From an optimization exercise on the open Yosys and OpenROAD flow, aimed at a short achievable clock period and few clock cycles; shortcuts taken in it are not production practice.
Only simulation tests tie the RTL to the original design; equivalence was not proved.

## constraint.sdc

```tcl
create_clock -name core_clock -period 20.0 [get_ports {clk}]
set_input_delay 4.0000 -clock core_clock [delete_from_list [all_inputs] [get_ports {clk}]]
set_output_delay 4.0000 -clock core_clock [all_outputs]
set_load 0.01 [all_outputs]
```

## standard.sh

```bash
#!/bin/bash
# synth_recipe.tcl (not shown) runs the flow's synth.tcl, then flattens the netlist and writes it again
# the make line also repeats each setting of config.mk as NAME=value (left out here)
make -C /OpenROAD-flow-scripts/flow DESIGN_CONFIG=/design/flow/config.mk WORK_HOME=/design/flow/orfs CLKGATE_MAP_FILE= SYNTH_SCRIPT=/design/flow/synth_recipe.tcl "${@:-finish}"
```

## design.v

```verilog
module pulse_duration_classifier (
    input  wire        clk,
    input  wire        rst_n,
    input  wire        cmd_valid,
    output wire        cmd_ready,
    input  wire [31:0] cmd_data,
    output wire        rsp_valid,
    input  wire        rsp_ready,
    output wire [31:0] rsp_data,
    output wire        irq,
    output wire        busy
);
    localparam N_DUR    = 40;    
    localparam NRUN_MAX = 20;    
    localparam OP_NOP    = 8'h00, OP_RST   = 8'h01, OP_CLRD  = 8'h02, OP_CLRST = 8'h03;
    localparam OP_WR     = 8'h08, OP_WRH   = 8'h09, OP_RD    = 8'h0A, OP_RDD   = 8'h0B;
    localparam OP_RDF    = 8'h0C, OP_PUSHD = 8'h10, OP_PUSHT = 8'h11, OP_SETT  = 8'h12;
    localparam OP_WINCMP = 8'h20, OP_CLASS = 8'h21, OP_RECON = 8'h30, OP_VAL   = 8'h31;
    localparam OP_ENC    = 8'h32;
    localparam E_NONE = 8'd0, E_ILLEGAL = 8'd1, E_RESV = 8'd2, E_BADREG = 8'd3, E_RO = 8'd4;
    localparam E_FULL = 8'd5, E_INDEX = 8'd6, E_CFG = 8'd7, E_LEN = 8'd8;
    localparam R_OK = 3'd1, R_UNVAL = 3'd2, R_FEW = 3'd3, R_ALLAMBIG = 3'd4;
    localparam R_RANGE = 3'd5, R_COMBO = 3'd6;
    localparam S_IDLE = 4'd0, S_EXEC = 4'd1, S_RB   = 4'd2, S_MAIN  = 4'd3;
    localparam S_FOLD = 4'd5, S_TAB  = 4'd6, S_WAIT = 4'd7, S_BATCH = 4'd8;
    reg  [4:0]  ctrl;
    reg  [23:0] mark_len, space_len, tol;
    reg  [5:0]  frame_len;
    reg  [7:0]  mincls;
    reg  [23:0] maxcomb;
    reg  [23:0] start_lo, start_hi, rgap0, rgap1, rtol;
    reg  [31:0] bs_lo;
    reg  [7:0]  bs_hi;
    reg  [5:0]  bs_len;
    reg  [23:0] last_ts;
    reg         st_done, st_err, st_armed, st_repeat;
    reg  [7:0]  errcode;
    reg  [2:0]  rres;
    reg  [23:0] dbuf [0:N_DUR-1];
    reg  [6:0]  dcnt;
    reg  [1:0]  fb [0:N_DUR-1];
    reg  [6:0]  fblen;
    reg  [6:0]  ncls, nruns;
    reg  [23:0] ncomb, ntried;
    reg  [10:0] vstat;
    reg  [31:0] csum;
    reg  [1:0]  cls;
    reg  [23:0] brk;
    reg  [3:0]  state;
    reg  [31:0] cq;
    reg  [23:0] d_r;                      
    reg         rsp_valid_r;
    reg         sh_ok;                    
    reg  [1:0]  sh_fb [0:N_DUR-1];
    reg  [6:0]  sh_fblen, sh_ncls, sh_nruns;
    reg         sh_inrun;
    reg  [31:0] sh_wsum;                  
    reg  [24:0] prod_c;                   
    reg         range_c;
    reg         pre1;                     
    reg         hasA, hasB;               
    reg  [13:0] maskA, maskB;             
    reg  [24:0] tabA, tabB;               
    reg  [3:0]  cntB;                     
    reg  [13:0] rmask [0:NRUN_MAX-1];
    reg  [3:0]  rcnt  [0:NRUN_MAX-1];
    reg  [39:0] allf;                     
    reg  [5:0]  segend [0:NRUN_MAX];      
    reg  [5:0]  seglen [0:NRUN_MAX];      
    reg  [39:0] PS, MS, T;                
    reg  [39:0] ohMT, ohT;                
    reg  [6:0]  Mlen, Tlen, totfix;       
    reg  [39:0] PPS, MPS, ohPP;
    reg  [13:0] maskP;
    reg  [1:0]  L0P;
    reg         eng_t;                    
    reg  [13:0] mA_t, mB_t;               
    reg  [39:0] EP;
    reg  [6:0]  EPlen;
    reg  [24:0] xTA, xTB;
    reg  [39:0] xPS;
    reg  [6:0]  xtot;
    reg  [3:0]  pd [0:NRUN_MAX-1];        
    reg         pexr;                     
    reg  [4:0]  fj;
    reg  [6:0]  ri;
    reg  [1:0]  rb_ph;
    reg         rst_q;
    always @(posedge clk) rst_q <= rst_n;
    reg         idle_q;                   
    assign cmd_ready = rst_n & (~rst_q | (idle_q & ~rsp_valid_r));
    assign busy      = rst_n & rst_q & ~idle_q;
    assign rsp_valid = rst_n & rst_q & rsp_valid_r;
    reg  [31:0] rsp_data_r;
    assign rsp_data  = rsp_data_r;
    wire accept = cmd_valid & cmd_ready;
    integer i, j, k, q;
    function automatic near24(input [23:0] d, input [23:0] c, input [23:0] t);
        reg [24:0] diff;
        begin
            diff = (d >= c) ? ({1'b0, d} - {1'b0, c}) : ({1'b0, c} - {1'b0, d});
            near24 = (diff <= {1'b0, t});
        end
    endfunction
    function automatic [3:0] popcnt14(input [13:0] v);
        integer n;
        begin
            popcnt14 = 4'd0;
            for (n = 0; n < 14; n = n + 1)
                popcnt14 = popcnt14 + {3'd0, v[n]};
        end
    endfunction
    function automatic [3:0] popcnt8(input [7:0] v);
        integer n;
        begin
            popcnt8 = 4'd0;
            for (n = 0; n < 8; n = n + 1)
                popcnt8 = popcnt8 + {3'd0, v[n]};
        end
    endfunction
    function automatic [4:0] candq(input integer n);
        integer m;
        begin
            if (n < 2)      begin m = n;     candq = {2'd1, m[2:0]}; end
            else if (n < 6) begin m = n - 2; candq = {2'd2, m[2:0]}; end
            else            begin m = n - 6; candq = {2'd3, m[2:0]}; end
        end
    endfunction
    function automatic [4:0] thq(input [13:0] mk, input integer n);
        integer m;
        reg [4:0] t;
        begin
            t = 5'd0;
            for (m = 0; m < n; m = m + 1)
                if (mk[m]) t = {t[3:0], 1'b1};
            thq = t;
        end
    endfunction
    function automatic [24:0] tab(input [13:0] mk, input absent);
        reg [4:0]  t;
        reg [19:0] e;
        reg [3:0]  ex;
        reg        big;
        integer n;
        begin
            e = 20'd0;
            ex = 4'd0;
            big = 1'b0;
            for (n = 0; n < 14; n = n + 1) begin
                t = thq(mk, n);
                if (mk[n]) begin
                    if (!t[0])         begin e[4:0]   = e[4:0]   | candq(n); ex[0] = 1'b1; end
                    if (t[0] && !t[1]) begin e[9:5]   = e[9:5]   | candq(n); ex[1] = 1'b1; end
                    if (t[1] && !t[2]) begin e[14:10] = e[14:10] | candq(n); ex[2] = 1'b1; end
                    if (t[2] && !t[3]) begin e[19:15] = e[19:15] | candq(n); ex[3] = 1'b1; end
                    if (t[3])          big = 1'b1;
                end
            end
            tab = absent ? {1'b0, 4'b0001, 20'd0} : {big, ex, e};
        end
    endfunction
    function automatic [13:0] trim4(input [13:0] mk);
        reg [4:0] t;
        integer n;
        begin
            for (n = 0; n < 14; n = n + 1) begin
                t = thq(mk, n);
                trim4[n] = mk[n] && t[3];
            end
        end
    endfunction
    function automatic [4:0] candsel(input [13:0] mk, input [3:0] kk);
        reg [3:0] r;
        integer n;
        begin
            candsel = 5'd0;
            r = 4'd0;
            for (n = 0; n < 14; n = n + 1) begin
                if (mk[n] && (r == kk))
                    candsel = candq(n);
                r = r + {3'd0, mk[n]};
            end
        end
    endfunction
    function automatic [39:0] placev(input [39:0] oh, input [2:0] v);
        begin
            placev = (v[0] ? oh : 40'd0) | (v[1] ? {oh[38:0], 1'b0} : 40'd0) |
                     (v[2] ? {oh[37:0], 2'b0} : 40'd0);
        end
    endfunction
    function automatic [39:0] splice(input [39:0] p, input [1:0] cl, input [2:0] cv,
                                     input [39:0] x, input [6:0] xl);
        reg [7:0] sh;
        begin
            sh = {1'b0, xl} + {6'd0, cl};
            splice = ((sh >= 8'd40) ? 40'd0 : (p << sh)) |
                     ((xl >= 7'd40) ? 40'd0 : ({37'd0, cv} << xl)) | x;
        end
    endfunction
    reg  [24:0] k_mlo, k_mhi, k_slo, k_shi;
    reg  [26:0] k_lo [0:8];
    reg  [26:0] k_hi [0:8];
    reg  [26:0] k_sum [0:8];
    reg  [25:0] k_rng;
    reg  [26:0] csum_k [0:8];
    always @* begin
        csum_k[0] = {3'd0, space_len};
        csum_k[1] = {3'd0, mark_len};
        csum_k[2] = {3'd0, space_len} + {3'd0, space_len};
        csum_k[3] = {3'd0, space_len} + {3'd0, mark_len};
        csum_k[4] = {3'd0, mark_len} + {3'd0, mark_len};
        csum_k[5] = {3'd0, space_len} + {3'd0, space_len} + {3'd0, space_len};
        csum_k[6] = {3'd0, space_len} + {3'd0, space_len} + {3'd0, mark_len};
        csum_k[7] = {3'd0, space_len} + {3'd0, mark_len} + {3'd0, mark_len};
        csum_k[8] = {3'd0, mark_len} + {3'd0, mark_len} + {3'd0, mark_len};
    end
    wire [1:0]  mode   = ctrl[1:0];
    wire        hexsel = ctrl[2];
    wire [24:0] gap    = {1'b0, mark_len} - {1'b0, space_len};
    wire        cfgok  = (space_len != 24'd0) && (mark_len > space_len) &&
                         ({1'b0, tol, 1'b0} <= {1'b0, gap});
    wire        frameok = ((mode == 2'd0) && (frame_len >= 6'd1) && (frame_len <= 6'd40)) ||
                          ((mode == 2'd1) && ((frame_len == 6'd16) || (frame_len == 6'd32))) ||
                          ((mode == 2'd2) && (frame_len == 6'd40));
    wire        irq_l  = (st_done & ctrl[3]) | (st_err & ctrl[4]);
    assign irq = rst_n & rst_q & irq_l;
    always @(posedge clk) begin
        k_mlo <= (mark_len >= tol) ? {1'b0, mark_len - tol} : 25'd0;
        k_mhi <= {1'b0, mark_len} + {1'b0, tol};
        k_slo <= (space_len >= tol) ? {1'b0, space_len - tol} : 25'd0;
        k_shi <= {1'b0, space_len} + {1'b0, tol};
        for (i = 0; i < 9; i = i + 1) begin
            k_sum[i] <= csum_k[i];
            k_lo[i] <= (k_sum[i] >= {3'd0, tol}) ? (k_sum[i] - {3'd0, tol}) : 27'd0;
            k_hi[i] <= k_sum[i] + {3'd0, tol};
        end
        k_rng <= {2'd0, mark_len} + {2'd0, mark_len} + {2'd0, mark_len} + {2'd0, tol};
    end
    function automatic ge25(input [24:0] a, input [24:0] b);
        reg [31:0] g, e;
        integer w, n;
        begin
            g = 32'd0;
            e = 32'hFFFFFFFF;
            for (n = 0; n < 25; n = n + 1) begin
                g[n] = a[n] & ~b[n];
                e[n] = ~(a[n] ^ b[n]);
            end
            for (w = 1; w < 32; w = w * 2)
                for (n = 0; n < 32; n = n + 2 * w) begin
                    g[n] = g[n + w] | (e[n + w] & g[n]);
                    e[n] = e[n + w] & e[n];
                end
            ge25 = g[0] | e[0];
        end
    endfunction
    function automatic [1:0] classk(input [23:0] d);
        begin
            if (ge25({1'b0, d}, k_mlo) && ge25(k_mhi, {1'b0, d}))      classk = 2'd1;
            else if (ge25({1'b0, d}, k_slo) && ge25(k_shi, {1'b0, d})) classk = 2'd0;
            else                                                     classk = 2'd2;
        end
    endfunction
    wire [39:0] bsv = {bs_hi, bs_lo};
    wire        len32 = (bs_len == 6'd32);
    wire        len40 = (bs_len == 6'd40);
    wire [15:0] nec_hex  = len32 ? {bs_lo[31:24], hexsel ? bs_lo[7:0] : bs_lo[15:8]} : 16'd0;
    wire [15:0] nec_addr = len32 ? bs_lo[31:16] : 16'd0;
    wire [15:0] nec_cmd  = len32 ? bs_lo[15:0] : 16'd0;
    wire [15:0] dht_hum  = len40 ? {bs_hi, bs_lo[31:24]} : 16'd0;
    wire [15:0] traw     = bs_lo[23:8];
    wire [31:0] dht_temp = !len40 ? 32'd0 :
                           traw[15] ? (32'd0 - {17'd0, traw[14:0]}) : {17'd0, traw[14:0]};
    wire [7:0]  dht_csum = len40 ? bs_lo[7:0] : 8'd0;
    wire [7:0]  a_op   = cmd_data[31:24];
    wire [5:0]  a_rnum = cmd_data[21:16];
    wire [6:0]  a_x    = cmd_data[6:0];
    wire        a_rd   = (a_op == OP_RD);
    wire        a_rdd  = (a_op == OP_RDD);
    wire        a_rdf  = (a_op == OP_RDF);
    wire        a_read = a_rd | a_rdd | a_rdf;
    reg [31:0] regv [0:34];
    always @* begin
        regv[0] = {27'd0, ctrl};
        regv[1] = {8'd0, mark_len};
        regv[2] = {8'd0, space_len};
        regv[3] = {8'd0, tol};
        regv[4] = {26'd0, frame_len};
        regv[5] = {24'd0, mincls};
        regv[6] = {8'd0, maxcomb};
        regv[7] = {8'd0, start_lo};
        regv[8] = {8'd0, start_hi};
        regv[9] = {8'd0, rgap0};
        regv[10] = {8'd0, rgap1};
        regv[11] = {8'd0, rtol};
        regv[12] = bs_lo;
        regv[13] = {24'd0, bs_hi};
        regv[14] = {26'd0, bs_len};
        regv[15] = {8'd0, last_ts};
        regv[16] = {25'd0, irq_l, frameok, cfgok, st_repeat, st_armed, st_err, st_done};
        regv[17] = {24'd0, errcode};
        regv[18] = {29'd0, rres};
        regv[19] = {25'd0, dcnt};
        regv[20] = {25'd0, ncls};
        regv[21] = {25'd0, nruns};
        regv[22] = {8'd0, ncomb};
        regv[23] = {8'd0, ntried};
        regv[24] = {25'd0, fblen};
        regv[25] = {21'd0, vstat};
        regv[26] = csum;
        regv[27] = {30'd0, cls};
        regv[28] = {8'd0, brk};
        regv[29] = {16'd0, nec_hex};
        regv[30] = {16'd0, nec_addr};
        regv[31] = {16'd0, nec_cmd};
        regv[32] = {16'd0, dht_hum};
        regv[33] = dht_temp;
        regv[34] = {24'd0, dht_csum};
    end
    wire a_nop = (a_op == OP_NOP),     a_rst   = (a_op == OP_RST),   a_clrd  = (a_op == OP_CLRD);
    wire a_clrst = (a_op == OP_CLRST), a_wr    = (a_op == OP_WR),    a_wrh   = (a_op == OP_WRH);
    wire a_pushd = (a_op == OP_PUSHD), a_pusht = (a_op == OP_PUSHT), a_sett  = (a_op == OP_SETT);
    wire a_wincmp = (a_op == OP_WINCMP), a_class = (a_op == OP_CLASS);
    wire a_recon = (a_op == OP_RECON), a_val   = (a_op == OP_VAL),   a_enc   = (a_op == OP_ENC);
    wire a_fmt_n = a_nop | a_rst | a_clrd | a_clrst | a_recon | a_val | a_enc;
    wire a_fmt_r = a_wr | a_wrh;
    wire a_fmt_i = a_rdd | a_rdf;
    wire a_fmt_d = a_pushd | a_pusht | a_sett | a_wincmp | a_class;
    wire a_legal = a_fmt_n | a_fmt_r | a_rd | a_fmt_i | a_fmt_d;
    wire a_resv  = (a_fmt_n && (cmd_data[23:0] != 24'd0)) ||
                   (a_fmt_r && (cmd_data[23:22] != 2'd0)) ||
                   (a_rd && ((cmd_data[23:22] != 2'd0) || (cmd_data[15:0] != 16'd0))) ||
                   (a_fmt_i && (cmd_data[23:7] != 17'd0));
    wire [6:0]  a_dcnt    = rst_q ? dcnt : 7'd0;
    wire [6:0]  a_fblen   = rst_q ? fblen : 7'd0;
    wire        a_cfgok   = rst_q & cfgok;
    wire        a_frameok = rst_q & frameok;
    wire [5:0]  a_bslen   = rst_q ? bs_len : 6'd0;
    wire [23:0] a_lastts  = rst_q ? last_ts : 24'd0;
    reg [7:0] a_ecode;
    always @* begin
        if (!a_legal)                                             a_ecode = E_ILLEGAL;
        else if (a_resv)                                          a_ecode = E_RESV;
        else if ((a_wr || a_wrh || a_rd) && (a_rnum >= 6'd35))    a_ecode = E_BADREG;
        else if ((a_wr || a_wrh) && (a_rnum >= 6'd16))            a_ecode = E_RO;
        else if ((a_pushd || a_pusht) && (a_dcnt == N_DUR))      a_ecode = E_FULL;
        else if (a_rdd && (a_x >= a_dcnt))                        a_ecode = E_INDEX;
        else if (a_rdf && (a_x >= a_fblen))                       a_ecode = E_INDEX;
        else if ((a_class && !a_cfgok) || (a_recon && !(a_cfgok && a_frameok)) ||
                 (a_val && !a_frameok) || (a_enc && !a_cfgok))  a_ecode = E_CFG;
        else if (a_enc && (a_bslen > 6'd40))                      a_ecode = E_LEN;
        else                                                      a_ecode = E_NONE;
    end
    reg  [31:0] a_rsp;
    always @* begin
        a_rsp = 32'd0;
        for (i = 0; i < 35; i = i + 1)
            if (a_rd && (a_rnum == i))
                a_rsp = a_rsp | (!rst_q ? ((i == 0) ? 32'd4 : (i == 5) ? 32'd10 :
                                           (i == 6) ? 32'd10000 : (i == 27) ? 32'd3 : 32'd0)
                                        : regv[i]);
        for (i = 0; i < N_DUR; i = i + 1)
            if (a_x[5:0] == i)
                a_rsp = a_rsp | (a_rdd ? {8'd0, dbuf[i]} : 32'd0) | (a_rdf ? {30'd0, fb[i]} : 32'd0);
        if (a_ecode != E_NONE) a_rsp = 32'd0;
    end
    wire [7:0]  op    = cq[31:24];
    wire [5:0]  rnum  = cq[21:16];
    wire [15:0] imm   = cq[15:0];
    wire [6:0]  xidx  = cq[6:0];
    wire [23:0] dval  = cq[23:0];
    reg  is_rst, is_clrd, is_clrst, is_wr, is_wrh, is_pushd, is_pusht, is_sett;
    reg  is_wincmp, is_class, is_recon, is_val, is_enc, is_w123;
    reg  [7:0] ecode;
    wire exec    = (state == S_EXEC);
    wire exec_ok = exec && (ecode == E_NONE);
    wire soft_rst = exec_ok && is_rst;
    function automatic [27:0] valid8(input [39:0] vin, input [1:0] md, input [5:0] fl);
        reg [3:0] mm0, mm1;
        reg       pok;
        reg [7:0] calc, x0, x1;
        begin
            mm0 = 4'd0;
            mm1 = 4'd0;
            pok = 1'b1;
            calc = vin[39:32] + vin[31:24] + vin[23:16] + vin[15:8];
            case (md)
                2'd1: begin
                    if (fl == 6'd32) begin
                        x0 = vin[31:24] ^ vin[23:16];
                        x1 = vin[15:8] ^ vin[7:0];
                        mm0 = popcnt8(x0);
                        mm1 = popcnt8(x1);
                        pok = ((x0 == 8'h00) || (x0 == 8'hFF)) && ((x1 == 8'h00) || (x1 == 8'hFF));
                    end else begin
                        x0 = vin[15:8] ^ vin[7:0];
                        mm0 = popcnt8(x0);
                        pok = (x0 == 8'h00) || (x0 == 8'hFF);
                    end
                end
                2'd2: pok = (calc == vin[7:0]);
                default: ;
            endcase
            valid8 = {pok, pok, pok, 1'b1, mm1, mm0, calc, vin[7:0]};
        end
    endfunction
    function automatic [31:0] csumf(input [1:0] md, input [7:0] calc, input [7:0] rd);
        begin
            csumf = (md == 2'd2) ? {calc - rd, rd - calc, rd, calc} : 32'd0;
        end
    endfunction
    wire [27:0] vv_bs = valid8(bsv, mode, frame_len);
    wire        bigB = tabB[24];
    reg  [24:0] s2_rlo [0:8];             
    reg  [23:0] s2_rhi [0:8];
    reg  [8:0]  s2_rneg;
    reg  [24:0] s2_prod;
    reg         s2_range;
    reg  [15:0] s2_lenok, s2_pok;
    reg  [39:0] s2_str  [0:15];
    reg  [7:0]  s2_calc [0:15];
    reg  [7:0]  s2_mm   [0:15];           
    reg  [4:0]  s2_ord  [0:15];           
    reg  [4:0]  s2_V;
    reg         s2_last;
    function automatic [15:0] csa8(input [7:0] x, input [7:0] y, input [7:0] z);
        begin
            csa8 = {((x & y) | (x & z) | (y & z)), x ^ y ^ z};
        end
    endfunction
    function automatic protok(input [39:0] v, input [1:0] md, input [5:0] fl);
        reg [15:0] l1, l2, l3, l4;
        reg [7:0]  sa, sb, x0, x1;
        reg        ok;
        integer n;
        begin
            l1 = csa8(v[39:32], v[31:24], v[23:16]);
            l2 = csa8(v[15:8], ~v[7:0], 8'h01);
            l3 = csa8(l1[7:0], {l1[14:8], 1'b0}, l2[7:0]);
            l4 = csa8(l3[7:0], {l3[14:8], 1'b0}, {l2[14:8], 1'b0});
            sa = l4[7:0];
            sb = {l4[14:8], 1'b0};
            ok = !(sa[0] ^ sb[0]);
            for (n = 1; n < 8; n = n + 1)
                ok = ok && ((sa[n] ^ sb[n]) == (sa[n-1] | sb[n-1]));
            x0 = v[31:24] ^ v[23:16];
            x1 = v[15:8] ^ v[7:0];
            case (md)
                2'd1: protok = (fl == 6'd32) ?
                               (((x0 == 8'h00) || (x0 == 8'hFF)) && ((x1 == 8'h00) || (x1 == 8'hFF))) :
                               ((x1 == 8'h00) || (x1 == 8'hFF));
                2'd2: protok = ok;
                default: protok = 1'b1;
            endcase
        end
    endfunction
    reg  [32:0] c_dlo, c_dhi;
    reg  [31:0] c_W;
    reg  [28:0] c_prodm;
    reg  [7:0]  c_need;
    reg  [2:0]  c_cols, c_rows;
    reg  [1:0]  c_La, c_Lb;
    reg  [2:0]  c_va, c_vb;
    reg  [2:0]  c_Lab;
    reg  [39:0] c_str;
    reg  [39:0] c_ohA;
    reg         c_val;
    reg  [4:0]  c_ord;
    always @(posedge clk) begin
        c_W = sh_inrun ? sh_wsum : 32'd0;
        for (k = 0; k < 9; k = k + 1) begin
            c_dlo = {6'd0, k_lo[k]} - {1'b0, c_W};
            c_dhi = {6'd0, k_hi[k]} - {1'b0, c_W};
            s2_rlo[k] <= c_dlo[32] ? 25'd0 : (c_dlo > 33'h1000000) ? 25'h1000000 : c_dlo[24:0];
            s2_rneg[k] <= c_dhi[32];
            s2_rhi[k] <= (c_dhi >= 33'h1000000) ? 24'hFFFFFF : c_dhi[23:0];
        end
        c_prodm = (cntB[0] ? {4'd0, prod_c} : 29'd0) + (cntB[1] ? {3'd0, prod_c, 1'b0} : 29'd0) +
                  (cntB[2] ? {2'd0, prod_c, 2'b0} : 29'd0) + (cntB[3] ? {1'd0, prod_c, 3'b0} : 29'd0);
        s2_prod <= !sh_inrun ? prod_c :
                   (c_prodm > 29'h1000000) ? 25'h1000000 : c_prodm[24:0];
        s2_range <= range_c | (sh_inrun && (sh_wsum > {6'd0, k_rng}));
        c_need = {1'b0, frame_len} - {1'b0, xtot};
        c_cols = xTB[23] ? 3'd4 : xTB[22] ? 3'd3 : xTB[21] ? 3'd2 : xTB[20] ? 3'd1 : 3'd0;
        c_rows = bigB ? 3'd1 :
                 xTA[23] ? 3'd4 : xTA[22] ? 3'd3 : xTA[21] ? 3'd2 : xTA[20] ? 3'd1 : 3'd0;
        for (i = 0; i < 4; i = i + 1) begin
            for (j = 0; j < 4; j = j + 1) begin
                c_La = xTA[5*i+3 +: 2];
                c_va = xTA[5*i +: 3];
                c_Lb = xTB[5*j+3 +: 2];
                c_vb = xTB[5*j +: 3];
                c_Lab = {1'b0, c_La} + {1'b0, c_Lb};
                c_val = xTA[20+i] && xTB[20+j] && (!bigB || (i == 0));
                c_ohA = ohMT << c_Lb;
                c_str = (xPS << c_Lab) | (MS << c_Lb) | T |
                        placev(c_ohA, c_va) | placev(ohT, c_vb);
                s2_lenok[4*i+j] <= c_val && ({5'd0, c_Lab} == c_need);
                s2_str[4*i+j]   <= c_str;
                s2_pok[4*i+j]   <= protok(c_str, mode, frame_len);
                s2_calc[4*i+j]  <= c_str[39:32] + c_str[31:24] + c_str[23:16] + c_str[15:8];
                if (mode != 2'd1)
                    s2_mm[4*i+j] <= 8'd0;
                else if (frame_len == 6'd32)
                    s2_mm[4*i+j] <= {popcnt8(c_str[15:8] ^ c_str[7:0]), popcnt8(c_str[31:24] ^ c_str[23:16])};
                else
                    s2_mm[4*i+j] <= {4'd0, popcnt8(c_str[15:8] ^ c_str[7:0])};
                c_ord = i * c_cols + j + 1;
                s2_ord[4*i+j]   <= c_ord;
            end
        end
        c_ord = c_rows * c_cols;
        s2_V    <= c_ord;
        s2_last <= (eng_t ? pexr : pre1) &&
                   (bigB ? (!xTA[21] && !xTB[24]) : !xTA[24]);
    end
    reg  [15:0] ev_pass, ev_cand, ev_oh;
    reg         ev_any_l, ev_any_p, ev_seen, ev_pok;
    reg  [39:0] ev_str;
    reg  [7:0]  ev_calc;
    reg  [4:0]  ev_cnt;
    reg  [7:0]  ev_mm;
    reg  [10:0] ev_vstat;
    reg  [31:0] ev_csum;
    always @* begin
        ev_seen = 1'b0;
        for (i = 0; i < 16; i = i + 1) begin
            ev_pass[i] = s2_lenok[i] & s2_pok[i];
            ev_cand[i] = s2_lenok[i] & ~ev_seen;
            ev_seen = ev_seen | ev_pass[i];
        end
        ev_any_p = ev_seen;
        ev_any_l = |ev_cand;
        ev_seen = 1'b0;
        for (i = 15; i >= 0; i = i - 1) begin
            ev_oh[i] = ev_cand[i] & ~ev_seen;
            ev_seen = ev_seen | ev_cand[i];
        end
        ev_str = 40'd0;
        ev_calc = 8'd0;
        ev_mm = 8'd0;
        ev_pok = 1'b0;
        ev_cnt = 5'd0;
        for (i = 0; i < 16; i = i + 1) begin
            ev_str  = ev_str  | (ev_oh[i] ? s2_str[i] : 40'd0);
            ev_calc = ev_calc | (ev_oh[i] ? s2_calc[i] : 8'd0);
            ev_mm   = ev_mm   | (ev_oh[i] ? s2_mm[i] : 8'd0);
            ev_pok  = ev_pok  | (ev_oh[i] & s2_pok[i]);
            ev_cnt  = ev_cnt  | ((ev_oh[i] & ev_pass[i]) ? s2_ord[i] : 5'd0);
        end
        if (!ev_any_p) ev_cnt = s2_V;
        ev_vstat = {ev_pok, ev_pok, 1'b1, ev_mm};
        ev_csum  = csumf(mode, ev_calc, ev_str[7:0]);
    end
    wire [2:0]  res_exhaust = ({1'b0, sh_ncls} >= mincls) ? R_UNVAL : R_FEW;
    wire        do_main  = (exec_ok && is_recon && sh_ok) || (state == S_MAIN);
    wire        do_batch = (state == S_BATCH);
    wire        m_fail   = ((sh_ncls == 7'd0) && (sh_nruns != 7'd0)) || s2_range ||
                           (s2_prod > {1'b0, maxcomb}) || (s2_prod == 25'd0);
    reg  [3:0]  pd_n [0:NRUN_MAX-1];
    reg  [NRUN_MAX-1:0] pd_sat, pd_in;    
    reg         pd_c;
    always @* begin
        pd_c = 1'b1;
        for (i = NRUN_MAX - 1; i >= 0; i = i - 1) begin
            pd_n[i] = pd[i];
            if (pd_in[i] && pd_c) begin
                if (!pd_sat[i]) begin
                    pd_n[i] = pd[i] + 4'd1;
                    pd_c = 1'b0;
                end else begin
                    pd_n[i] = 4'd0;
                end
            end
        end
    end
    always @(posedge clk) begin
        for (i = 0; i < NRUN_MAX; i = i + 1) begin
            pd_in[i]  <= (i + 2 < sh_nruns);
            pd_sat[i] <= ((pd[i] + 4'd1) >= rcnt[i]);
        end
        for (i = 0; i < NRUN_MAX; i = i + 1)
            pd_hz[i] <= (pd[i] == 4'd0) || !(i + 3 < sh_nruns);
        pd_last <= sh_nruns[4:0] - 5'd3;
    end
    reg  [NRUN_MAX-1:0] pd_hz;            
    reg  [4:0]  pd_last;                  
    wire [13:0] cur_mA = eng_t ? mA_t : maskA;
    wire [13:0] cur_mB = eng_t ? mB_t : maskB;
    wire [24:0] cur_TA = xTA;
    wire [24:0] cur_TB = xTB;
    wire [1:0]  n_step = bigB ? (cur_TB[24] ? 2'd1 : cur_TA[21] ? 2'd2 : 2'd3) :
                                (cur_TA[24] ? 2'd0 : 2'd3);
    reg  [13:0] n_mA, n_mB;
    always @* begin
        case (n_step)
            2'd0: begin n_mA = trim4(cur_mA);             n_mB = cur_mB; end
            2'd1: begin n_mA = cur_mA;                    n_mB = trim4(cur_mB); end
            2'd2: begin n_mA = cur_mA & (cur_mA - 14'd1); n_mB = maskB; end
            default: begin n_mA = maskA;                  n_mB = maskB; end
        endcase
    end
    wire [24:0] n_tA = tab(n_mA, !hasA);
    wire [24:0] n_tB = tab(n_mB, !hasB);
    wire        n_fast = !pd_sat[pd_last] && (&pd_hz);
    wire [3:0]  n_d    = pd[pd_last] + 4'd1;
    reg  [4:0]  n_c;
    always @(posedge clk) n_c <= candsel(maskP, pd[sh_nruns[4:0] - 5'd3] + 4'd1);
    reg         n_pex;
    reg  [3:0]  n_pdj;
    always @* begin
        n_pex = 1'b1;
        for (i = 0; i < NRUN_MAX; i = i + 1) begin
            n_pdj = n_fast ? ((i == pd_last) ? n_d : pd[i]) : pd_n[i];
            if (pd_in[i] && ((n_pdj + 4'd1) != rcnt[i])) n_pex = 1'b0;
        end
    end
    wire        f_more = pd_in[fj];
    reg  [4:0]  f_c;
    reg  [39:0] f_seg;
    function automatic [39:0] segx(input [5:0] e, input [5:0] n);
        reg [39:0] x, m;
        begin
            x = allf >> (sh_ncls[5:0] - e);
            m = ~(40'hFFFFFFFFFF << n);
            segx = x & m;
        end
    endfunction
    reg  [6:0]  f_len;
    reg  [1:0]  f_ph;
    reg  [13:0] f_m;
    reg  [3:0]  f_d;
    always @(posedge clk) begin
        if (!rst_q) begin
            state <= S_IDLE; idle_q <= 1'b1;
            rsp_valid_r <= 1'b0;
            eng_t       <= 1'b0;
            fj          <= 5'd0;
            f_ph        <= 2'd0;
            ri          <= 7'd0;
            rb_ph       <= 2'd0;
        end else begin
            if (rsp_valid_r && rsp_ready)
                rsp_valid_r <= 1'b0;
            case (state)
                S_EXEC: begin
                    state <= S_IDLE; idle_q <= 1'b1;
                    if (exec_ok && is_recon && !sh_ok) begin
                        state <= S_RB; idle_q <= 1'b0;
                        ri    <= 7'd0;
                        rb_ph <= 2'd0;
                    end
                end
                S_RB: begin
                    case (rb_ph)
                        2'd0: begin
                            if (ri == dcnt) begin state <= S_MAIN; idle_q <= 1'b0; end
                            else begin
                                d_r   <= dbuf[ri[5:0]];
                                rb_ph <= 2'd1;
                            end
                        end
                        2'd1: begin
                            ri    <= ri + 7'd1;
                            rb_ph <= 2'd2;
                        end
                        default: rb_ph <= 2'd0;
                    endcase
                end
                S_FOLD: begin
                    if (f_ph == 2'd2) begin
                        fj   <= fj + 5'd1;
                        f_ph <= 2'd0;
                    end else if (f_ph == 2'd1) begin
                        f_ph <= 2'd2;
                    end else if (f_more) begin
                        f_ph <= 2'd1;
                    end else begin
                        state <= S_TAB; idle_q <= 1'b0;
                    end
                end
                S_TAB: begin state <= S_WAIT; idle_q <= 1'b0; end
                S_WAIT: begin state <= S_BATCH; idle_q <= 1'b0; end
                default: ;
            endcase
            if (do_main || do_batch) begin
                if (do_main && m_fail) begin
                    state <= S_IDLE; idle_q <= 1'b1;
                end else if (ev_any_p || s2_last) begin
                    state <= S_IDLE; idle_q <= 1'b1;
                    eng_t <= 1'b0;
                end else begin
                    eng_t <= 1'b1;
                    if (n_step == 2'd3) begin
                        fj    <= 5'd0;
                        f_ph  <= 2'd0;
                        state <= n_fast ? S_WAIT : S_FOLD; idle_q <= 1'b0;
                    end else begin
                        state <= S_WAIT; idle_q <= 1'b0;
                    end
                end
            end
        end
        if (accept) begin
            cq        <= cmd_data;
            is_rst    <= a_rst;
            is_clrd   <= a_clrd;
            is_clrst  <= a_clrst;
            is_wr     <= a_wr;
            is_wrh    <= a_wrh;
            is_pushd  <= a_pushd;
            is_pusht  <= a_pusht;
            is_sett   <= a_sett;
            is_wincmp <= a_wincmp;
            is_class  <= a_class;
            is_recon  <= a_recon;
            is_val    <= a_val;
            is_enc    <= a_enc;
            is_w123   <= (a_wr || a_wrh) &&
                         ((a_rnum == 6'd1) || (a_rnum == 6'd2) || (a_rnum == 6'd3));
            ecode     <= a_ecode;
            if (a_read) rsp_data_r <= a_rsp;
            d_r       <= a_pusht ? (cmd_data[23:0] - a_lastts) : cmd_data[23:0];
            state <= S_EXEC; idle_q <= 1'b0;
            if (a_read) rsp_valid_r <= 1'b1;
        end
    end
    always @(posedge clk) begin
        if (!rst_q || soft_rst) begin
            ctrl      <= 5'h04;
            mark_len  <= 24'd0;
            space_len <= 24'd0;
            tol       <= 24'd0;
            frame_len <= 6'd0;
            mincls    <= 8'd10;
            maxcomb   <= 24'd10000;
            start_lo  <= 24'd0;
            start_hi  <= 24'd0;
            rgap0     <= 24'd0;
            rgap1     <= 24'd0;
            rtol      <= 24'd0;
            bs_lo     <= 32'd0;
            bs_hi     <= 8'd0;
            bs_len    <= 6'd0;
            last_ts   <= 24'd0;
            st_done   <= 1'b0;
            st_err    <= 1'b0;
            st_armed  <= 1'b0;
            st_repeat <= 1'b0;
            errcode   <= 8'd0;
            rres      <= 3'd0;
            dcnt      <= 7'd0;
            fblen     <= 7'd0;
            ncls      <= 7'd0;
            nruns     <= 7'd0;
            ncomb     <= 24'd0;
            ntried    <= 24'd0;
            vstat     <= 11'd0;
            csum      <= 32'd0;
            cls       <= 2'd3;
            brk       <= 24'd0;
        end else begin
            if (exec && (ecode != E_NONE)) begin
                if (errcode == 8'd0) errcode <= ecode;
                st_err <= 1'b1;
            end
            if (exec_ok) begin
                if (is_clrd) dcnt <= 7'd0;
                if (is_clrst) begin
                        st_done <= 1'b0;
                        st_err  <= 1'b0;
                        errcode <= 8'd0;
                end
                if (is_wr) case (rnum)
                        6'd0:  ctrl      <= imm[4:0];
                        6'd1:  mark_len  <= {8'd0, imm};
                        6'd2:  space_len <= {8'd0, imm};
                        6'd3:  tol       <= {8'd0, imm};
                        6'd4:  frame_len <= imm[5:0];
                        6'd5:  mincls    <= imm[7:0];
                        6'd6:  maxcomb   <= {8'd0, imm};
                        6'd7:  start_lo  <= {8'd0, imm};
                        6'd8:  start_hi  <= {8'd0, imm};
                        6'd9:  rgap0     <= {8'd0, imm};
                        6'd10: rgap1     <= {8'd0, imm};
                        6'd11: rtol      <= {8'd0, imm};
                        6'd12: bs_lo     <= {16'd0, imm};
                        6'd13: bs_hi     <= imm[7:0];
                        6'd14: bs_len    <= imm[5:0];
                        6'd15: last_ts   <= {8'd0, imm};
                        default: ;
                    endcase
                if (is_wrh) case (rnum)
                        6'd1:  mark_len[23:16]  <= imm[7:0];
                        6'd2:  space_len[23:16] <= imm[7:0];
                        6'd3:  tol[23:16]       <= imm[7:0];
                        6'd6:  maxcomb[23:16]   <= imm[7:0];
                        6'd7:  start_lo[23:16]  <= imm[7:0];
                        6'd8:  start_hi[23:16]  <= imm[7:0];
                        6'd9:  rgap0[23:16]     <= imm[7:0];
                        6'd10: rgap1[23:16]     <= imm[7:0];
                        6'd11: rtol[23:16]      <= imm[7:0];
                        6'd12: bs_lo[31:16]     <= imm;
                        6'd15: last_ts[23:16]   <= imm[7:0];
                        default: ;
                    endcase
                if (is_pushd || is_pusht) begin
                        dbuf[dcnt[5:0]] <= d_r;
                        dcnt <= dcnt + 7'd1;
                end
                if (is_pusht || is_sett) last_ts <= dval;
                if (is_wincmp) begin
                        if ((dval >= start_lo) && (dval <= start_hi)) begin
                            st_repeat <= (mode == 2'd1) &&
                                         (((rgap0 != 24'd0) && near24(brk, rgap0, rtol)) ||
                                          ((rgap1 != 24'd0) && near24(brk, rgap1, rtol)));
                            st_armed  <= 1'b1;
                        end else begin
                            st_armed  <= 1'b0;
                            st_repeat <= 1'b0;
                            brk       <= dval;
                        end
                end
                if (is_class) cls <= classk(dval);
                if (is_val) begin
                        if (bs_len == frame_len) begin
                            vstat <= vv_bs[26:16];
                            csum  <= csumf(mode, vv_bs[15:8], vv_bs[7:0]);
                        end else begin
                            vstat <= 11'd0;
                            csum  <= 32'd0;
                        end
                        st_done <= 1'b1;
                end
                if (is_enc) begin
                        for (i = 0; i < N_DUR; i = i + 1)
                            if (i < bs_len)
                                dbuf[i] <= bsv[bs_len - 1 - i] ? mark_len : space_len;
                        dcnt    <= {1'b0, bs_len};
                        st_done <= 1'b1;
                end
            end
            if (do_main) begin
                for (i = 0; i < N_DUR; i = i + 1)
                    fb[i] <= sh_fb[i];
                fblen  <= sh_fblen;
                ncls   <= sh_ncls;
                nruns  <= sh_nruns;
                bs_lo  <= 32'd0;
                bs_hi  <= 8'd0;
                bs_len <= 6'd0;
                vstat  <= 11'd0;
                csum   <= 32'd0;
                ncomb  <= 24'd0;
                ntried <= 24'd0;
                if ((sh_ncls == 7'd0) && (sh_nruns != 7'd0)) begin
                    rres    <= R_ALLAMBIG;
                    st_done <= 1'b1;
                end else if (s2_range) begin
                    rres    <= R_RANGE;
                    st_done <= 1'b1;
                end else begin
                    ncomb <= s2_prod[24] ? 24'hFFFFFF : s2_prod[23:0];
                    if (s2_prod > {1'b0, maxcomb}) begin
                        rres    <= R_COMBO;
                        st_done <= 1'b1;
                    end else if (s2_prod == 25'd0) begin
                        rres    <= res_exhaust;
                        st_done <= 1'b1;
                    end else begin
                        ntried <= {19'd0, ev_cnt};
                        if (ev_any_l) begin
                            vstat <= ev_vstat;
                            csum  <= ev_csum;
                        end
                        if (ev_any_p) begin
                            bs_hi   <= ev_str[39:32];
                            bs_lo   <= ev_str[31:0];
                            bs_len  <= frame_len;
                            rres    <= R_OK;
                            st_done <= 1'b1;
                        end else if (s2_last) begin
                            rres    <= res_exhaust;
                            st_done <= 1'b1;
                        end
                    end
                end
            end
            if (do_batch) begin
                ntried <= ntried + {19'd0, ev_cnt};
                if (ev_any_l) begin
                    vstat <= ev_vstat;
                    csum  <= ev_csum;
                end
                if (ev_any_p) begin
                    bs_hi   <= ev_str[39:32];
                    bs_lo   <= ev_str[31:0];
                    bs_len  <= frame_len;
                    rres    <= R_OK;
                    st_done <= 1'b1;
                end else if (s2_last) begin
                    rres    <= res_exhaust;
                    st_done <= 1'b1;
                end
            end
        end
    end
    wire        ap_go   = (exec_ok && (is_pushd || is_pusht)) ||
                          ((state == S_RB) && (rb_ph == 2'd1));
    wire [1:0]  ap_sym  = classk(d_r);
    reg  [13:0] ap_mask;
    reg  [8:0]  ap_n;
    always @* begin
        for (k = 0; k < 9; k = k + 1)
            ap_n[k] = !s2_rneg[k] && ge25({1'b0, d_r}, s2_rlo[k]) && ge25({1'b0, s2_rhi[k]}, {1'b0, d_r});
        ap_mask = {ap_n[8], ap_n[7], ap_n[7], ap_n[6], ap_n[7], ap_n[6], ap_n[6], ap_n[5],
                   ap_n[4], ap_n[3], ap_n[3], ap_n[2], ap_n[1], ap_n[0]};
    end
    wire [24:0] ap_tab = tab(ap_mask, 1'b0);
    wire sh_clear = (exec_ok && (is_rst || is_clrd)) || (exec_ok && is_recon && !sh_ok);
    wire sh_inval = exec_ok && (is_enc || is_w123 || is_rst);
    wire [3:0]  ap_cnt = popcnt14(ap_mask);
    wire        x_go  = (do_main && !m_fail) || do_batch;
    always @(posedge clk) begin
        if (sh_clear) begin
            xTA  <= {1'b0, 4'b0001, 20'd0};
            xTB  <= {1'b0, 4'b0001, 20'd0};
            xPS  <= 40'd0;
            xtot <= 7'd0;
        end else if (ap_go) begin
            if (ap_sym != 2'd2) begin
                xTA  <= tabA;
                xTB  <= tabB;
                xPS  <= {PS[38:0], 1'b0};
                xtot <= totfix + 7'd1;
            end else if (sh_inrun) begin
                xTA  <= tabA;
                xTB  <= ap_tab;
                xPS  <= PS;
                xtot <= totfix;
            end else begin
                xTA  <= tabB;
                xTB  <= ap_tab;
                xPS  <= (PS << tabA[4:3]) | placev(ohMT, tabA[2:0]) | MS;
                xtot <= totfix + {5'd0, tabA[4:3]};
            end
        end else if (x_go && !(ev_any_p || s2_last)) begin
            xTA <= n_tA;
            xTB <= n_tB;
            if ((n_step == 2'd3) && n_fast) begin
                xPS  <= (PPS << n_c[4:3]) | placev(ohPP, n_c[2:0]) | MPS;
                xtot <= totfix - {5'd0, L0P} + {5'd0, n_c[4:3]};
            end
        end else if (x_go) begin
            xTA  <= tabA;
            xTB  <= tabB;
            xPS  <= PS;
            xtot <= totfix;
        end else if (state == S_TAB) begin
            xPS  <= ({1'b0, Mlen} + {1'b0, Tlen} >= 8'd40) ? 40'd0 : (EP << (Mlen + Tlen));
            xtot <= EPlen + Mlen + Tlen;
        end
    end
    always @(posedge clk) begin
        if (!rst_q)        sh_ok <= 1'b0;
        else if (sh_clear) sh_ok <= 1'b1;
        else if (sh_inval) sh_ok <= 1'b0;
    end
    always @(posedge clk) begin
        if (sh_clear) begin
            sh_fblen <= 7'd0;
            sh_ncls  <= 7'd0;
            sh_nruns <= 7'd0;
            sh_inrun <= 1'b0;
            sh_wsum  <= 32'd0;
            prod_c   <= 25'd1;
            range_c  <= 1'b0;
            pre1     <= 1'b1;
            maskA    <= 14'd0;
            maskB    <= 14'd0;
            cntB     <= 4'd0;
            tabA     <= {1'b0, 4'b0001, 20'd0};
            tabB     <= {1'b0, 4'b0001, 20'd0};
            hasA     <= 1'b0;
            hasB     <= 1'b0;
            PS       <= 40'd0;
            MS       <= 40'd0;
            T        <= 40'd0;
            ohMT     <= 40'd1;
            ohT      <= 40'd1;
            Mlen     <= 7'd0;
            Tlen     <= 7'd0;
            totfix   <= 7'd0;
        end else begin
            if (ap_go) begin
                if (ap_sym != 2'd2) begin
                    sh_fb[sh_fblen[5:0]] <= ap_sym;
                    sh_fblen <= sh_fblen + 7'd1;
                    sh_ncls  <= sh_ncls + 7'd1;
                    if (sh_inrun) begin
                        rmask[sh_nruns[4:0] - 5'd1] <= maskB;
                        rcnt[sh_nruns[4:0] - 5'd1]  <= cntB;
                        prod_c   <= s2_prod;
                        range_c  <= s2_range;
                        sh_inrun <= 1'b0;
                    end
                    T      <= {T[38:0], ap_sym[0]};
                    allf   <= {allf[38:0], ap_sym[0]};
                    PPS    <= {PPS[38:0], 1'b0};
                    MPS    <= {MPS[38:0], 1'b0};
                    ohPP   <= {ohPP[38:0], 1'b0};
                    PS     <= {PS[38:0], 1'b0};
                    MS     <= {MS[38:0], 1'b0};
                    ohT    <= {ohT[38:0], 1'b0};
                    ohMT   <= {ohMT[38:0], 1'b0};
                    Tlen   <= Tlen + 7'd1;
                    totfix <= totfix + 7'd1;
                end else begin
                    maskB <= ap_mask;
                    tabB  <= ap_tab;
                    cntB  <= ap_cnt;
                    if (sh_inrun) begin
                        sh_wsum <= sh_wsum + {8'd0, d_r};
                    end else begin
                        sh_fb[sh_fblen[5:0]] <= 2'd2;
                        sh_fblen <= sh_fblen + 7'd1;
                        sh_nruns <= sh_nruns + 7'd1;
                        sh_inrun <= 1'b1;
                        sh_wsum  <= {8'd0, d_r};
                        PS     <= (PS << tabA[4:3]) | placev(ohMT, tabA[2:0]) | MS;
                        PPS    <= PS;
                        MPS    <= MS;
                        ohPP   <= ohMT;
                        maskP  <= maskA;
                        L0P    <= tabA[4:3];
                        totfix <= totfix + {5'd0, tabA[4:3]};
                        pre1   <= pre1 & !tabA[21];
                        hasA   <= hasB;
                        hasB   <= 1'b1;
                        maskA <= maskB;
                        tabA  <= tabB;
                        MS    <= T;
                        ohMT  <= ohT;
                        Mlen  <= Tlen;
                        T     <= 40'd0;
                        ohT   <= 40'd1;
                        Tlen  <= 7'd0;
                        segend[sh_nruns[4:0]] <= sh_ncls[5:0];
                        seglen[sh_nruns[4:0]] <= Tlen[5:0];
                    end
                end
            end
        end
    end
    always @(posedge clk) begin
        if (!rst_q || ((do_main || do_batch) && (ev_any_p || s2_last))) begin
            for (i = 0; i < NRUN_MAX; i = i + 1)
                pd[i] <= 4'd0;
        end
        if (((do_main && !m_fail) || do_batch) && !(ev_any_p || s2_last)) begin
            pexr   <= (n_step == 2'd3) ? n_pex : (do_main ? pre1 : pexr);
            mA_t   <= n_mA;
            mB_t   <= n_mB;
            if (n_step == 2'd3) begin
                if (n_fast) begin
                    pd[pd_last] <= n_d;
                end else begin
                    for (i = 0; i < NRUN_MAX; i = i + 1)
                        pd[i] <= pd_n[i];
                    EP    <= segx(segend[0], seglen[0]);
                    EPlen <= {1'b0, seglen[0]};
                end
            end
        end
        if ((state == S_FOLD) && (f_ph == 2'd0)) begin
            f_m   <= rmask[fj];
            f_d   <= pd[fj];
            f_seg <= segx(segend[fj + 5'd1], seglen[fj + 5'd1]);
            f_len <= {1'b0, seglen[fj + 5'd1]};
        end
        if ((state == S_FOLD) && (f_ph == 2'd1))
            f_c   <= candsel(f_m, f_d);
        if ((state == S_FOLD) && (f_ph == 2'd2)) begin
            EP    <= splice(EP, f_c[4:3], f_c[2:0], f_seg, f_len);
            EPlen <= EPlen + {5'd0, f_c[4:3]} + f_len;
        end
    end
endmodule
```

## config.mk

```make
export PLATFORM = sky130hd
export DESIGN_NAME = pulse_duration_classifier
export DESIGN_NICKNAME = pulse_duration_classifier
export VERILOG_FILES = /design/flow/design.v
export SDC_FILE = /design/flow/constraint.sdc
export NUM_CORES = 8
export LEC_CHECK = 0
export CAP_MARGIN = 35
export CORE_MARGIN = 2
export CORE_UTILIZATION = 40
export PLACE_DENSITY = 0.5
export SLEW_MARGIN = 30
```

## flow/run.sh

```bash
#!/bin/bash
# The standard layout (standard.sh: ORFS with the standard synthesis), with
# two placement/optimisation choices of its own:
#  - the port buffers are sky130_fd_sc_hd__buf_4 instead of the delay cell
#    buffer_ports picks by default;
set -euo pipefail
export BUFFER_PORTS_ARGS="-buffer_cell sky130_fd_sc_hd__buf_4"
export SETUP_SLACK_MARGIN=11.8
bash standard.sh > standard.log 2>&1
```

==> impl_results.md, run 1 <==
* Drt drc at 0
* Max Cap Viol at 0
* Cell Rows at 379
* Post-synth ARST share at 0%
* Slew HR at 15.5%
* FF+latch count, synth at 5980
* RSZ-0062 raised after global routing: yes
* Initial Util at 40.1%
* Sequential cell area fraction in the yosys report at 34.4%
* Post-Layout Cell Count at 59300
* CP cell instances: buf_4 -> buf_4 -> mux4_2 -> a2111oi_1 -> buf_4 -> nand4_1 -> fa_2 -> inv_1 -> fa_1 -> inv_1 -> fa_1 -> inv_1 -> ha_1 -> xnor2_1 -> xnor2_1 -> xnor2_1 -> xnor2_1 -> nand4_1 -> nand3_2
* Cts hold-fix bufs at 0
* Library cells used by synthesis at 122
* First-pass GRT wire length at 3400000 um
* Finish-stage setup viols at 0
* YS warnings at 15
* CTS tree: done
* Core Region at 1070000 sq um
* Post-DP Area at 453000 sq um
* Avg Inst Size Synth at 9.54 sq um
* Max incr delay on CP at 1.16 ns
* Fmax at 118 MHz
* Initial antenna violation count at 532
* Antenna Nets Post-Route at 1
* Hold slack final at 0.409 ns
* Fin crit period at 8.49 ns
* Worst-path clk slew at 0.06 ns
* Crit path max-delay family: adder cells
* Die area at 1080000 sq um
* H-tree levels at 6
* TritonCTS Sinks at 5980
* Largest net degree at the start of global routing at 123
* Vias in the first global route at 369000
* Post-route clock period utilization at 42.4%
* Fail Reasons: antenna violations
* Area Overhead vs Synth at 12.6%
* Dpl cells at 57300
* Synth top cells by count: nand2_1, dfxtp_1, ha_1
* WL per Instance at 44.0 um
* Clock root buffer: clkbuf_16
* Area leader, netlist: edfxtp_1
* Startpoint Class: flop
* Tightest Pin Transition at 1.26 ns
* Gr ovfl total at 0
* # IOs at 72
* Crit path top cell by count: xnor2_1
* Setup TNS at 0 ns
* Dominant synthesized flop cell: dfxtp_1
* Gr usage total at 46.3%
* Port bufs at 71
* Crit Path Class: reg -> reg
* Height of the die at 1040 um
* Final nets at 48000
* Endpoints failing hold at 0
* First-pass DRT Iterations at 13
* Clock buffer depth at 5
* Buffers & Inverters on Critical Path at 6
* Final Wtd Congestion at 1.08
* Status: failed layout checks
* Cts bufs inserted at 730
* 1st-iter DRT viols at 71500
* Max Slew Vio Count at 0
* CP Max Fanout at 42
* Post-synthesis instance total at 44800
* Dpl hpwl at 1960000 um
* CP arrival at 9.17 ns
* Min-Delay Path Class: reg -> reg
* Via count at 407000
* Final Cell Area at 481000 sq um
* Share of cells above drive strength 1 at 13.5%
* Cell with the most instances after synthesis: nand2_1
* Final clock skew at 0.150 ns
* Die width at 1040 um
* Cell area after synthesis at 427000 sq um
* Slowest CP cell: fa_2
* Crit. End Element: flop
* Detailed-route vias per instance at 6.87
* Worst-Skew Late Latency at 1.27 ns
* Post-synth top area share at 19.3%
* Area contributors post-synth: edfxtp_1, dfxtp_1, ha_1
* Number of synthesized flops with an enable pin at 2745
* Routed WL at 2610000 um
* WP data required at 20.68 ns
## path summary, 6_finish.rpt
path,from,end,slack [ns],cells past startpoint
max,xTB[3],s2_pok[0],11.51,19
min,sh_fb[23][0],fb[23][0],0.41,0
max reg2reg,xTB[3],s2_pok[0],11.51,19
min reg2reg,sh_fb[23][0],fb[23][0],0.41,0
## registers in the layout, indices dropped and copies added, names as in the netlist, 126 cells and up, named ones only
register / flops
s2_mm: 128
seglen: 126
s2_rlo: 225
s2_str: 640
dbuf: 1536
pd: 128
rmask: 180
k_lo: 236
segend: 126
s2_rhi: 216
k_hi: 232
k_sum: 174
s2_calc: 128
## what timing repair did
item,CTS,global route
endpoints found under the setup margin,9,22
gates resized for setup,7,4
pin swaps,0,0
cloned,0,1
buffers inserted,2,3
## cell usage in the layout (no fill, tap or decap), types with 176 or more instances in the layout
| master | synthesis | final |
|---|---|---|
| a22oi_1 | 1213 | 1213 |
| nand2b_1 | 359 | 355 |
| inv_1 | 2851 | 2835 |
| nor3_1 | 780 | 748 |
| nor2b_1 | 432 | 431 |
| o21a_1 | 304 | 300 |
| dfxtp_1 | 3235 | 3031 |
| o21ai_0 | 2284 | 2212 |
| xor2_1 | 651 | 626 |
| a211oi_1 | 497 | 495 |
| mux2_2 | 272 | 272 |
| and2_1 | 189 | 184 |
| mux4_2 | 1553 | 1553 |
| xnor2_1 | 1228 | 1203 |
| a222oi_1 | 293 | 293 |
| diode_2 | 0 | 488 |
| o211ai_1 | 221 | 221 |
| a31oi_1 | 251 | 245 |
| nand2_1 | 4527 | 4471 |
| ha_1 | 3140 | 3114 |
| a21oi_1 | 2781 | 2761 |
| a21o_1 | 522 | 521 |
| fa_1 | 746 | 726 |
| clkbuf_16 | 0 | 740 |
| a221oi_1 | 302 | 297 |
| nand3_1 | 726 | 717 |
| and3_1 | 241 | 233 |
| o22ai_1 | 233 | 224 |
| edfxtp_1 | 2745 | 2745 |
| nand4_1 | 847 | 847 |
| o21bai_1 | 215 | 213 |
| buf_4 | 9 | 1727 |
| mux2i_1 | 2076 | 2075 |
| a22o_1 | 431 | 431 |
| or3_1 | 179 | 176 |
| nor2_1 | 2879 | 2743 |
## area by class of cell
class                       count  area (sq um)
inverter                     2901         10900
clock buffer                  940         19900
tap                         14100         17600
clock inverter                414          5130
timing repair buffer         1992         17300
fill                       101000        584000
multi-input combinational   32500        262000
sequential                   5980        148000
antenna                       488          1220
## layer usage
layer	vias up	global-route usage (%)	routed length (um)
li1	163000	-	-
met1	205000	59.8	1010000
met2	31900	60.7	990000
met3	6666	23.6	409000
met4	208	27.7	187000
met5	-	4.86	8110
## cell families (layout without fill, tap and decap cells)
kind of cell	count (synthesis)	after routing	synth area share [%]
buffers and inverters	6343	6247	5.61
and+or+nand+nor	11900	11900	12.8
AOI/OAI and AO/OA	10900	10900	16.8
adders and majority gates	3891	3891	12.7
muxes	3909	3909	13.8
DFF	5980	5980	34.4
other	1	491	0.000877
xor gates and xnor gates	1884	1884	3.88
## worst register-to-register path, cell delays in order, from the launching register on
cell and delay, ns:
dfxtp_4 0.42, buf_4 0.59, buf_4 0.82, mux4_2 0.66, a2111oi_1 0.39, buf_4 0.25
nand4_1 0.71, fa_2 1.16, inv_1 0.13, fa_1 0.50, inv_1 0.05, fa_1 0.50
inv_1 0.04, ha_1 0.19, xnor2_1 0.20, xnor2_1 0.15, xnor2_1 0.10, xnor2_1 0.19
nand4_1 0.12, nand3_2 0.80
## per-stage QoR
step	utilization [%]	worst slack, ns
after global routing	45.1	11.58
after floorplan	-	11.79
after CTS	44.9	11.62
after detailed placement	42.6	11.24
after global placement	42.3	10.52
final	45.2	11.51
Testbench counts, summed over its fixed seeds: cycles 25,840.
==> run 2, diff against run 1 <==
--- a/flow/run.sh
+++ b/flow/run.sh
@@ -7,3 +7,4 @@
 export BUFFER_PORTS_ARGS="-buffer_cell sky130_fd_sc_hd__buf_4"
 export SETUP_SLACK_MARGIN=11.8
+export MAX_REPAIR_ANTENNAS_ITER_DRT=10
 bash standard.sh > standard.log 2>&1
--- a/config.mk
+++ b/config.mk
@@ -8,5 +8,5 @@
 export CAP_MARGIN = 35
 export CORE_MARGIN = 2
-export CORE_UTILIZATION = 40
-export PLACE_DENSITY = 0.5
+export CORE_UTILIZATION = 35
+export PLACE_DENSITY = 0.45
 export SLEW_MARGIN = 30
==> run 2 against run 1 <==
The run now finishes clean; largest cell class unchanged; highest routed layer unchanged; synthesized cell count did not move; critical path type is now in -> out; sequential share of layout area fell by 0.12 points; worst setup slack improved by 0.098 ns.
==> impl_results.md, run 2 <==
* Status: no timing/DRC/antenna violations (was failed layout checks)
* Post-synth top area share at 19.3% (unchanged)
* Slew HR at 21.0% (was 15.5%)
* Post-synth ARST share at 0% (unchanged)
* CP arrival at 4.39 ns (was 9.17 ns)
* Die width at 1110 um (was 1040 um)
* Synth top cells by count: nand2_1, dfxtp_1, ha_1 (unchanged)
* Dpl hpwl at 2010000 um (was 1960000 um)
* FF+latch count, synth at 5980 (unchanged)
* Height of the die at 1110 um (was 1040 um)
* Clock buffer depth at 5 (unchanged)
* First-pass DRT Iterations at 14 (was 13)
* Startpoint Class: primary input (was flop)
* Cell area after synthesis at 427000 sq um (unchanged)
* Post-synthesis instance total at 44800 (unchanged)
* Final Wtd Congestion at 1.04 (was 1.08)
* Avg Inst Size Synth at 9.54 sq um (unchanged)
* TritonCTS Sinks at 5980 (unchanged)
* Fill cells at 120000 (was 101000)
* Area leader, netlist: edfxtp_1 (unchanged)
* YS warnings at 15 (unchanged)
* Cts hold-fix bufs at 0 (unchanged)
* Port bufs at 71 (unchanged)
* Cell with the most instances after synthesis: nand2_1 (unchanged)
* Detailed-route vias per instance at 6.46 (was 6.87)
* Die area at 1230000 sq um (was 1080000 sq um)
* Routed WL at 2660000 um (was 2610000 um)
* Commonest non-fill, non-tap cell in the layout: nand2_1 (unchanged)
* Drt drc at 0 (unchanged)
* Fmax at 119 MHz (was 118 MHz)
* Endpoints failing hold at 0 (unchanged)
* First-pass GRT wire length at 3470000 um (was 3400000 um)
* Buffers & Inverters on Critical Path at 2 (was 6)
* Crit. End Element: primary output (was flop)
* H-tree levels at 6 (unchanged)
* Area Overhead vs Synth at 13.0% (was 12.6%)
* CTS tree: done (unchanged)
* Finish-stage setup viols at 0 (unchanged)
* Area contributors post-synth: edfxtp_1, dfxtp_1, ha_1 (unchanged)
* Most flops, register: dbuf (unchanged)
* RSZ-0062 raised after global routing: yes (unchanged)
* Via count at 396000 (was 407000)
* Vias in the first global route at 367000 (was 369000)
* # IOs at 72 (unchanged)
* Cell Rows at 406 (was 379)
* Gr usage total at 41.6% (was 46.3%)
* 1st-iter DRT viols at 59100 (was 71500)
* Tightest Pin Transition at 1.19 ns (was 1.26 ns)
* Crit path max-delay family: buffers and inverters (was adder cells)
* Antenna Nets Post-Route at 0 (was 1)
* Max reg flops at 1536 (unchanged)
* Dominant synthesized flop cell: dfxtp_1 (unchanged)
* Max Cap Viol at 0 (unchanged)
* Initial Util at 35.0% (was 40.1%)
* Max incr delay on CP at 0.15 ns (was 1.16 ns)
* Hold slack final at 0.402 ns (was 0.409 ns)
* Fin crit period at 8.39 ns (was 8.49 ns)
* Final clock skew at 0.143 ns (was 0.150 ns)
* Worst-Skew Late Latency at 1.28 ns (was 1.27 ns)
* Cts bufs inserted at 749 (was 730)
* CP cell instances: buf_8 -> a21boi_4 -> buf_6 (was buf_4 -> buf_4 -> mux4_2 -> a2111oi_1 -> buf_4 -> nand4_1 -> fa_2 -> inv_1 -> fa_1 -> inv_1 -> fa_1 -> inv_1 -> ha_1 -> xnor2_1 -> xnor2_1 -> xnor2_1 -> xnor2_1 -> nand4_1 -> nand3_2)
* WL per Instance at 43.5 um (was 44.0 um)
* Sequential cell area fraction in the yosys report at 34.4% (unchanged)
* Largest net degree at the start of global routing at 124 (was 123)
* Most frequent cells in the layout: nand2_1, ha_1, dfxtp_1 (unchanged)
* Final nets at 48000 (about the same)
* Initial antenna violation count at 415 (was 532)
* Min-Delay Path Class: reg -> reg (unchanged)
* Gr ovfl total at 0 (unchanged)
* Clock root buffer: clkbuf_16 (unchanged)
* Number of synthesized flops with an enable pin at 2745 (unchanged)
* Setup TNS at 0 ns (unchanged)
* Max Slew Vio Count at 0 (unchanged)
* CP Max Fanout at 4 (was 42)
* Library cells used by synthesis at 122 (unchanged)
* Core Region at 1220000 sq um (was 1070000 sq um)
* Crit Path Class: in -> out (was reg -> reg)
* WP data required at 16.00 ns (was 20.68 ns)
* Worst-path clk slew at 0.06 ns (about the same)
* Share of cells above drive strength 1 at 13.5% (about the same)
* Slowest CP cell: buf_6 (was fa_2)
* Post-route clock period utilization at 41.9% (was 42.4%)
* Largest registers: dbuf x1536, s2_str x640, k_lo x236 (unchanged)
-- run 2: what timing repair did --
action	in CTS	in global routing
gates resized for setup	12	4
endpoints found under the hold margin	0	0
endpoints found under the setup margin	14	151
buffers inserted	2	0
pin swaps	0	0
-- run 2: area by class of cell --
cell class / count / area [sq um] / share of cell area [%]
inverter: 2901 / 10900 / 2.26
clock buffer: 985 / 20900 / 4.32
antenna: 271 / 678 / 0.140
tap: 16300 / 20400 / 4.23
clock inverter: 395 / 4850 / 1.00
timing repair buffer: 1945 / 16400 / 3.40
sequential: 5980 / 148000 / 30.6
multi-input combinational: 32500 / 261000 / 54.1
-- run 2: kinds of logic after synthesis --
logic type	share of synthesized area, %
AOI/OAI and AO/OA	16.8
xor gates and xnor gates	3.88
adders and majority gates	12.7
buffers and inverters	5.61
DFF	34.4
muxes	13.8
other	0.000877
and+or+nand+nor	12.8
-- run 2: through the flow --
stage          cell area, sq um  std cells  worst slack, ns  utilization, %
2_1_floorplan            427000      44800            11.79               -
3_3_place_gp             453000      59400            11.14            37.2
3_5_place_dp             456000      59600            11.28            37.4
4_1_cts                  482000      61000            11.61            39.5
5_1_grt                  483000      61100            11.61            39.6
6_report                 483000      61300            11.61            39.6
-- run 2: metal layers --
metal	track usage, %	wire (um)	vias to the layer above
li1	-	-	163000
met1	53.6	1060000	202000
met2	59.2	1090000	25100
met3	13.5	299000	5624
met4	28.1	217000	120
met5	0.0270	999	-
-- run 2: path summary, 6_finish.rpt --
| kind | startpoint | end | slack, ns | depth (start not counted) |
|---|---|---|---|---|
| setup / recovery | rst_n | cmd_ready | 11.61 | 3 |
| hold / removal | sh_fb[9][1] | fb[9][1] | 0.40 | 0 |
| setup reg to reg | d_r[13] | MPS[32] | 11.92 | 20 |
| hold reg to reg | sh_fb[9][1] | fb[9][1] | 0.40 | 0 |

## separate check: timing with driven ports
Ports are ideal in the flow. The routed layouts listed here were re-timed in OpenROAD. Step 1 sets driving cells, clkbuf_16 on the clock port and buf_2 on the other inputs (assumed; they add their load-dependent delay and slew). Step 2, shift: input delay + t, output delay - t, t = (earliest + latest rising clock arrival at the registers) / 2. This alone moves slack from input paths to output paths. Slacks: ideal ports / drivers / drivers and shift; pairs: ideal ports / drivers.
run	shift t [ns]	setup WS [ns]	clock arrival spread, ns
run 1	1.357	11.512 / 11.512 / 11.040	0.151 / 0.151
run 2	1.387	11.611 / 11.559 / 10.902	0.145 / 0.145
The setup slack of run 2, which loses most, moves by -0.052 ns with the drivers and by -0.709 ns with both steps.
